This is an optimization exercise on Yosys and OpenROAD, whose aim is a short achievable clock period and few clock cycles, not a production implementation. In this exercise RTL edits were held to simulation tests only and were not proved equivalent to the original.

==> design/flow/design.v <==
module ca_cpu (
    input  wire        clk,
    input  wire        rst,
    input  wire        cmd_valid,
    input  wire [1:0]  cmd_op,
    input  wire [5:0]  cmd_addr,
    input  wire [15:0] cmd_data,
    output wire        cmd_ready,
    input  wire [5:0]  dbg_addr,
    output wire [15:0] dbg_data,
    output wire [15:0] r0,
    output wire [15:0] r1,
    output wire [15:0] r2,
    output wire [15:0] r3,
    output wire [15:0] pc,
    output wire [15:0] ir,
    output wire        halted,
    output wire [1:0]  fault
);
    localparam CMD_CYCLE   = 2'd0;
    localparam CMD_FETCH   = 2'd1;
    localparam CMD_EXECUTE = 2'd2;
    localparam CMD_WRITE   = 2'd3;
    localparam OP_HALT  = 4'd0;
    localparam OP_LVAL  = 4'd1;
    localparam OP_LOAD  = 4'd2;
    localparam OP_STORE = 4'd3;
    localparam OP_ADD   = 4'd4;
    localparam OP_SUB   = 4'd5;
    localparam OP_JMP   = 4'd6;
    localparam OP_MOV   = 4'd7;
    localparam F_NONE    = 2'd0;
    localparam F_INVALID = 2'd1;
    localparam F_FETCH   = 2'd2;
    localparam F_DATA    = 2'd3;
    reg [15:0] mem [0:63];
    reg [15:0] x   [0:3];
    reg [15:0] pc_q;
    reg [15:0] ir_q;
    reg        halted_q;
    reg [1:0]  fault_q;
    reg [15:0] nw;       
    reg [5:0]  pa1;      
    reg [5:0]  wa;       
    reg [15:0] wd;
    reg s_rdy, s_wr, s_sync, s_fet, s_ex1, s_ex2;
    wire running  = !halted_q && (fault_q == F_NONE);
    wire fetch_ok = (pc_q[15:6] == 10'd0);
    wire go   = cmd_valid && s_rdy && !rst && (cmd_op == CMD_CYCLE);
    wire fire = go || s_ex2;
    wire [15:0] w       = nw;
    wire [3:0]  opcode  = w[15:12];
    wire [1:0]  rd      = w[9:8];
    wire [7:0]  operand = w[7:0];
    wire [1:0]  rs      = w[1:0];
    wire        addr_ok = (operand[7:6] == 2'b00);
    wire [15:0] m_op   = mem[operand[5:0]];
    wire [15:0] m_next = mem[pa1];
    wire [15:0] m_pc   = mem[pc_q[5:0]];
    wire [15:0] x_rd   = x[rd];
    wire [15:0] x_rs   = x[rs];
    wire is_jmp   = (opcode == OP_JMP);
    wire is_store = (opcode == OP_STORE);
    wire ex_ok    = running && (s_ex2 || fetch_ok);
    wire f2_fault = running && !s_ex2 && !fetch_ok;
    reg        x_we;
    reg [15:0] x_new;
    reg [1:0]  f_new;
    always @(*) begin
        x_we  = 1'b0;
        x_new = x_rs;
        f_new = F_NONE;
        case (opcode)
            OP_LVAL:  begin x_we = 1'b1; x_new = {8'd0, operand}; end
            OP_LOAD:  begin
                          x_we = addr_ok; x_new = m_op;
                          if (!addr_ok) f_new = F_DATA;
                      end
            OP_STORE: if (!addr_ok) f_new = F_DATA;
            OP_ADD:   begin x_we = 1'b1; x_new = x_rd + x_rs; end
            OP_SUB:   begin x_we = 1'b1; x_new = x_rd - x_rs; end
            OP_MOV:   begin x_we = 1'b1; x_new = x_rs; end
            default:  if (opcode[3]) f_new = F_INVALID;
        endcase
    end
    wire [15:0] pc_seq  = s_ex2 ? pc_q : (pc_q + 16'd1);
    wire [15:0] pc_new  = is_jmp ? {8'd0, operand} : pc_seq;
    wire [5:0]  pa1_new = is_jmp ? (operand[5:0] + 6'd1) : (pa1 + 6'd1);
    wire        fwd     = is_store && addr_ok && (operand[5:0] == pa1);
    wire [15:0] nw_new  = is_jmp ? m_op : (fwd ? x_rd : m_next);
    wire store_we = fire && ex_ok && is_store && addr_ok;
    integer i;
    always @(posedge clk) begin
        if (rst) begin
            s_rdy    <= 1'b0;
            s_wr     <= 1'b0;
            s_sync   <= 1'b1;
            s_fet    <= 1'b0;
            s_ex1    <= 1'b0;
            s_ex2    <= 1'b0;
            pc_q     <= 16'd0;
            ir_q     <= 16'd0;
            halted_q <= 1'b0;
            fault_q  <= F_NONE;
            x[0]     <= 16'd0;
            x[1]     <= 16'd0;
            x[2]     <= 16'd0;
            x[3]     <= 16'd0;
        end else begin
            if (s_rdy) begin
                if (cmd_valid && cmd_op != CMD_CYCLE) begin
                    s_rdy <= 1'b0;
                    s_wr  <= (cmd_op == CMD_WRITE);
                    s_fet <= (cmd_op == CMD_FETCH);
                    s_ex1 <= (cmd_op == CMD_EXECUTE);
                end
            end
            if (s_wr || s_fet || s_ex2) begin
                s_wr   <= 1'b0;
                s_fet  <= 1'b0;
                s_ex2  <= 1'b0;
                s_sync <= 1'b1;
            end
            if (s_ex1) begin
                s_ex1 <= 1'b0;
                s_ex2 <= 1'b1;
            end
            if (s_sync) begin
                s_sync <= 1'b0;
                s_rdy  <= 1'b1;
            end
            if (fire && ex_ok) begin
                ir_q <= w;
                pc_q <= pc_new;
                if (opcode == OP_HALT) halted_q <= 1'b1;
                if (f_new != F_NONE) fault_q <= f_new;
                if (x_we) x[rd] <= x_new;
            end
            if (fire && f2_fault)
                fault_q <= F_FETCH;
            if (s_fet && running) begin
                if (fetch_ok) begin
                    ir_q <= nw;
                    pc_q <= pc_q + 16'd1;
                end else begin
                    fault_q <= F_FETCH;
                end
            end
        end
    end
    always @(posedge clk) begin
        if (s_rdy) begin
            wa <= cmd_addr;
            wd <= cmd_data;
        end
        if (fire && ex_ok) begin
            nw  <= nw_new;
            pa1 <= pa1_new;
        end else if (s_sync) begin
            nw  <= m_pc;
            pa1 <= pc_q[5:0] + 6'd1;
        end else if (s_ex1) begin
            nw  <= ir_q;
        end
    end
    always @(posedge clk) begin
        if (s_wr)
            mem[wa] <= wd;
        else if (store_we)
            mem[operand[5:0]] <= x_rd;
    end
    reg [15:0] dcand [0:7];
    reg [2:0]  dlo;
    always @(posedge clk) begin
        for (i = 0; i < 8; i = i + 1)
            dcand[i] <= mem[{dbg_addr[5:3], i[2:0]}];
        dlo <= dbg_addr[2:0];
    end
    assign dbg_data = dcand[dlo];
    assign cmd_ready = s_rdy;
    assign r0        = x[0];
    assign r1        = x[1];
    assign r2        = x[2];
    assign r3        = x[3];
    assign pc        = pc_q;
    assign ir        = ir_q;
    assign halted    = halted_q;
    assign fault     = fault_q;
endmodule
==> design/flow/run.sh <==
#!/bin/bash
# synth_recipe.tcl (not shown) runs the flow's synth.tcl, then flattens the netlist and writes it again
# the make line also repeats each setting of config.mk as NAME=value (left out here)
make -C /OpenROAD-flow-scripts/flow DESIGN_CONFIG=/design/flow/config.mk WORK_HOME=/design/flow/orfs CLKGATE_MAP_FILE= SYNTH_SCRIPT=/design/flow/synth_recipe.tcl finish
==> design/flow/config.mk <==
export PLATFORM = sky130hd
export DESIGN_NAME = ca_cpu
export DESIGN_NICKNAME = ca_cpu
export VERILOG_FILES = /design/flow/design.v
export SDC_FILE = /design/flow/constraint.sdc
export NUM_CORES = 4
export LEC_CHECK = 0
export ABC_CLOCK_PERIOD_IN_PS = 2500
export CAP_MARGIN = 20
export CORE_MARGIN = 2
export CORE_UTILIZATION = 50
export GPL_TIMING_DRIVEN = 1
export PLACE_DENSITY = 0.6
export SETUP_SLACK_MARGIN = 4.0
export SLEW_MARGIN = 20
export TNS_END_PERCENT = 100
==> design/flow/constraint.sdc <==
create_clock -name core_clock -period 7.0 [get_ports {clk}]
set_input_delay 1.4000 -clock core_clock [delete_from_list [all_inputs] [get_ports {clk}]]
set_output_delay 1.4000 -clock core_clock [all_outputs]
set_load 0.01 [all_outputs]
==> results.sh <==
export IMPL_r2r_cells=16
export IMPL_worstSetupPathType="reg2out"
export IMPL_max_slew_margin_rel=0.0550
export IMPL_synthTopCellsByArea="edfxtp_1 45%, mux4_2 33%, dfxtp_1 4.9%, mux2_2 2.1%, mux2i_1 1.8%"
export IMPL_drv_cap=0
export IMPL_fmax_mhz=236
export IMPL_die_y_um=393
export IMPL_rsz0062_at_grt="yes"
export IMPL_drtPass1Iterations=10
export IMPL_placed_area_mm2=0.0810
export IMPL_fp_dieW_um=393
export IMPL_numCtsBuffers=149
export IMPL_whs_path_depth=1
export IMPL_port_buffers=148
export IMPL_avgViaCountPerCell=8.61
export IMPL_antenna_found_initial=38
export IMPL_yosys_register_bits=1318
export IMPL_crit_path_end_kind="output pin"
export IMPL_grt_pass1_wl_mm=540
export IMPL_grt_pass1_vias=56800
export IMPL_fin_crit_sh=0.604
export IMPL_hpwl_mm=244
export IMPL_grt_usage=0.528
export IMPL_synthArstFlopShare=0
export IMPL_cts_max_level=4
export IMPL_finalClockSkew_ns=0.0408
export IMPL_clk_pin_slew_worst_paths_ns=0.06
export IMPL_cp_required_ns=5.60
export IMPL_synth_top_cell_by_area="edfxtp_1"
export IMPL_overflow=0
export IMPL_r2r_end="x[1][15]"
export IMPL_critPathMaxFanout=4
export IMPL_drtIter0Drc=13400
export IMPL_clock_path_buffers=3
export IMPL_ios=149
export IMPL_drc=0
export IMPL_syn2layout_area_growth_pct=34.0
export IMPL_syn_avg_cell_area_um2=16.8
export IMPL_cts_tree="done"
export IMPL_wl_per_cell_um=57.9
export IMPL_clkLatencyLatePin_ns=0.85
export IMPL_synth_distinct_cells=85
export IMPL_powerDensity_mw_per_mm2=233
export IMPL_synth_top_cell_area_share=0.448
export IMPL_slew_viol_final=0
export IMPL_synthTopCellsByCount="1132 x edfxtp_1, 1123 x mux4_2, 249 x nand2_1, 239 x nor2_1, 189 x clkbuf_1"
export IMPL_total_power_w=0.0237
export IMPL_drive_above_1_share=0.545
export IMPL_crit_arrival_ns=2.83
export IMPL_yosys_warnings=2
export IMPL_rows=142
export IMPL_ys_seq_area_frac=0.497
export IMPL_floorplan_die_area_mm2=0.155
export IMPL_synth_fp_nets=4565
export IMPL_wl_mm=433
export IMPL_layout_min_cycle_time_ns=4.23
export IMPL_grt_max_degree=99
export IMPL_p_leak_nw=33.5
export IMPL_vias=64400
export IMPL_finalHoldViolations=0
export IMPL_holdWs_ns=0.487
export IMPL_fin_nets=5347
export IMPL_hold_class="reg2reg"
export IMPL_clock_sinks=1318
export IMPL_cts_root_buf="clkbuf_16"
export IMPL_initial_core_util=0.505
export IMPL_holdPathEnd="pc_q[12]"
export IMPL_synth_edff_count=1132
export IMPL_min_delay_start="pc_q[12]"
export IMPL_antenna_left=0
export IMPL_syn_inst=4512
export IMPL_fin_util=0.677
export IMPL_ys_flop_type="edfxtp_1"
export IMPL_ctsHoldBuffers=0
export IMPL_fin_tns_setup_ns=0
export IMPL_synth_area_mm2=0.0758
export IMPL_status="no timing/DRC/antenna violations"
export IMPL_gp_congestion=1.05
export IMPL_r2r_slack_ns=2.97
export IMPL_core_area_mm2=0.150
export IMPL_yosysMostFrequentCell="edfxtp_1"
export IMPL_critPathLaunchType="register"
export IMPL_fin_area_mm2=0.102
export IMPL_setup_viol=0
export IMPL_ir_drop_uv=273
export IMPL_tightest_slew_ns=1.41
## logic make-up after synthesis
logic type	share of synthesized area
buffers and inverters	0.0260
flip-flops	0.497
adder cells (fa/ha/maj)	0.00340
multiplexers	0.373
XOR/XNOR	0.00427
AO/OA/AOI/OAI	0.0515
AND/OR/NAND/NOR	0.0442
## metrics by stage
stage / cells / setup slack [ns]
2_1_floorplan: 4512 / 2.77
3_3_place_gp: 6405 / 0.945
3_5_place_dp: 6418 / 0.929
4_1_cts: 7175 / 2.87
5_1_grt: 7441 / 2.82
6_report: 7479 / 2.77
## report_power, final
part | switching, W | total [W] | internal [W]
Sequential | 0.000188 | 0.00883 | 0.00865
Clock | 0.00364 | 0.00840 | 0.00476
Combinational | 0.00372 | 0.00643 | 0.00272
## state kept, by name (all words and copies together), names as in the netlist, named ones only
name,cells
s_wr,1
dlo,3
s_rdy,1
dcand,128
ir_q,16
wa,6
mem,1024
halted_q,1
pa1,6
s_ex2,1
pc_q,16
s_ex1,1
x,64
wd,16
s_fet,1
s_sync,1
fault_q,2
nw,16
## worst max-delay path by stage
stage | start | to | slack (ns) | cells past startpoint
5_1_grt | register | x[1][12] | 2.82 | 18
6_report | dlo[1] | dbg_data[8] | 2.77 | 7
3_3_place_gp | cmd_op[1] | mem[38][10] | 0.95 | 10
3_5_place_dp | cmd_op[1] | mem[39][10] | 0.93 | 10
2_1_floorplan | rst | mem[11][0] | 2.77 | 11
4_1_cts | dlo[0] | dbg_data[2] | 2.87 | 5
## layout make-up
cell class / count / area [um^2]
inverters: 36 / 170
flip-flops and latches: 1318 / 37800
multi-input cells: 2852 / 42000
fillers: 9764 / 48500
well taps: 2016 / 2520
clock buffers: 174 / 4020
repair buffers: 937 / 13900
diodes: 42 / 105
clock inverters: 104 / 1120
## placed cells by master (no fill, tap or decap), drive strengths merged, types with 17 or more instances in the layout
cell type / Yosys / routed
inv: 34 / 39
xnor2: 20 / 20
clkinv: 2 / 69
xor2: 17 / 17
dlygate4sd2: 0 / 93
a221oi: 24 / 24
edfxtp: 1132 / 1132
a211oi: 37 / 37
a22o: 30 / 30
nor4: 21 / 21
diode: 0 / 42
a21oi: 120 / 120
nand2: 249 / 349
nor3: 32 / 32
nand3: 48 / 48
o221ai: 33 / 33
dfxtp: 186 / 186
nor2b: 30 / 30
o22ai: 33 / 33
o31ai: 17 / 17
clkbuf: 189 / 210
bufbuf: 0 / 18
mux4: 1123 / 1123
buf: 217 / 758
a22oi: 76 / 76
mux2: 143 / 143
clkdlybuf4s50: 0 / 25
a31oi: 22 / 22
ha: 19 / 19
o21ai: 62 / 62
mux2i: 138 / 138
nand2b: 26 / 26
nor2: 239 / 239
## what timing repair did
action,4_1_cts,5_1_grt
gates resized for setup,917,379
gates cloned,98,99
endpoints found under the setup margin,2368,2112
pin swaps,183,231
setup buffers,381,163
## critical path: stages, from the launching register on
cell and delay (ns):
dfxtp_2 0.34, buf_12 0.14, buf_16 0.18, buf_6 0.12, mux2_4 0.34, a221oi_4 0.48
o22ai_4 0.20, buf_6 0.20
## routing by layer
layer / GRT usage / vias to the layer above / wire (um)
li1: - / 21200 / -
met1: 0.621 / 32200 / 128000
met2: 0.691 / 8307 / 167000
met3: 0.331 / 2515 / 88500
met4: 0.384 / 64 / 47200
met5: 0.0443 / - / 2470
Testbench counts, summed over its fixed seeds: cycles 30,451.

[what the ideal ports hide]
The results above use ideal ports. As a check the final layout listed here was re-extracted and re-timed, cells and wires unchanged.
Step 1: set_driving_cell puts a clkbuf_16 on clk and a buf_2 on each other input, an assumption about the parent block.
Step 2 adds t to the input delays and takes it off the output delays; t is the mean of the earliest and latest rising clock arrival at the registers after step 1. Input paths then give back, and output paths get back, about the clock's delay inside the block.
a / b / c = no drivers / after step 1 / after step 2; a / b = the first two.
t (ns): 0.911
setup WS [ns]: 2.769 / 2.686 / 2.423
worst setup path at the end: input to register
After both steps this run still meets setup and hold. The setup slack of this run moves by -0.083 ns with the drivers and by -0.346 ns with both steps.
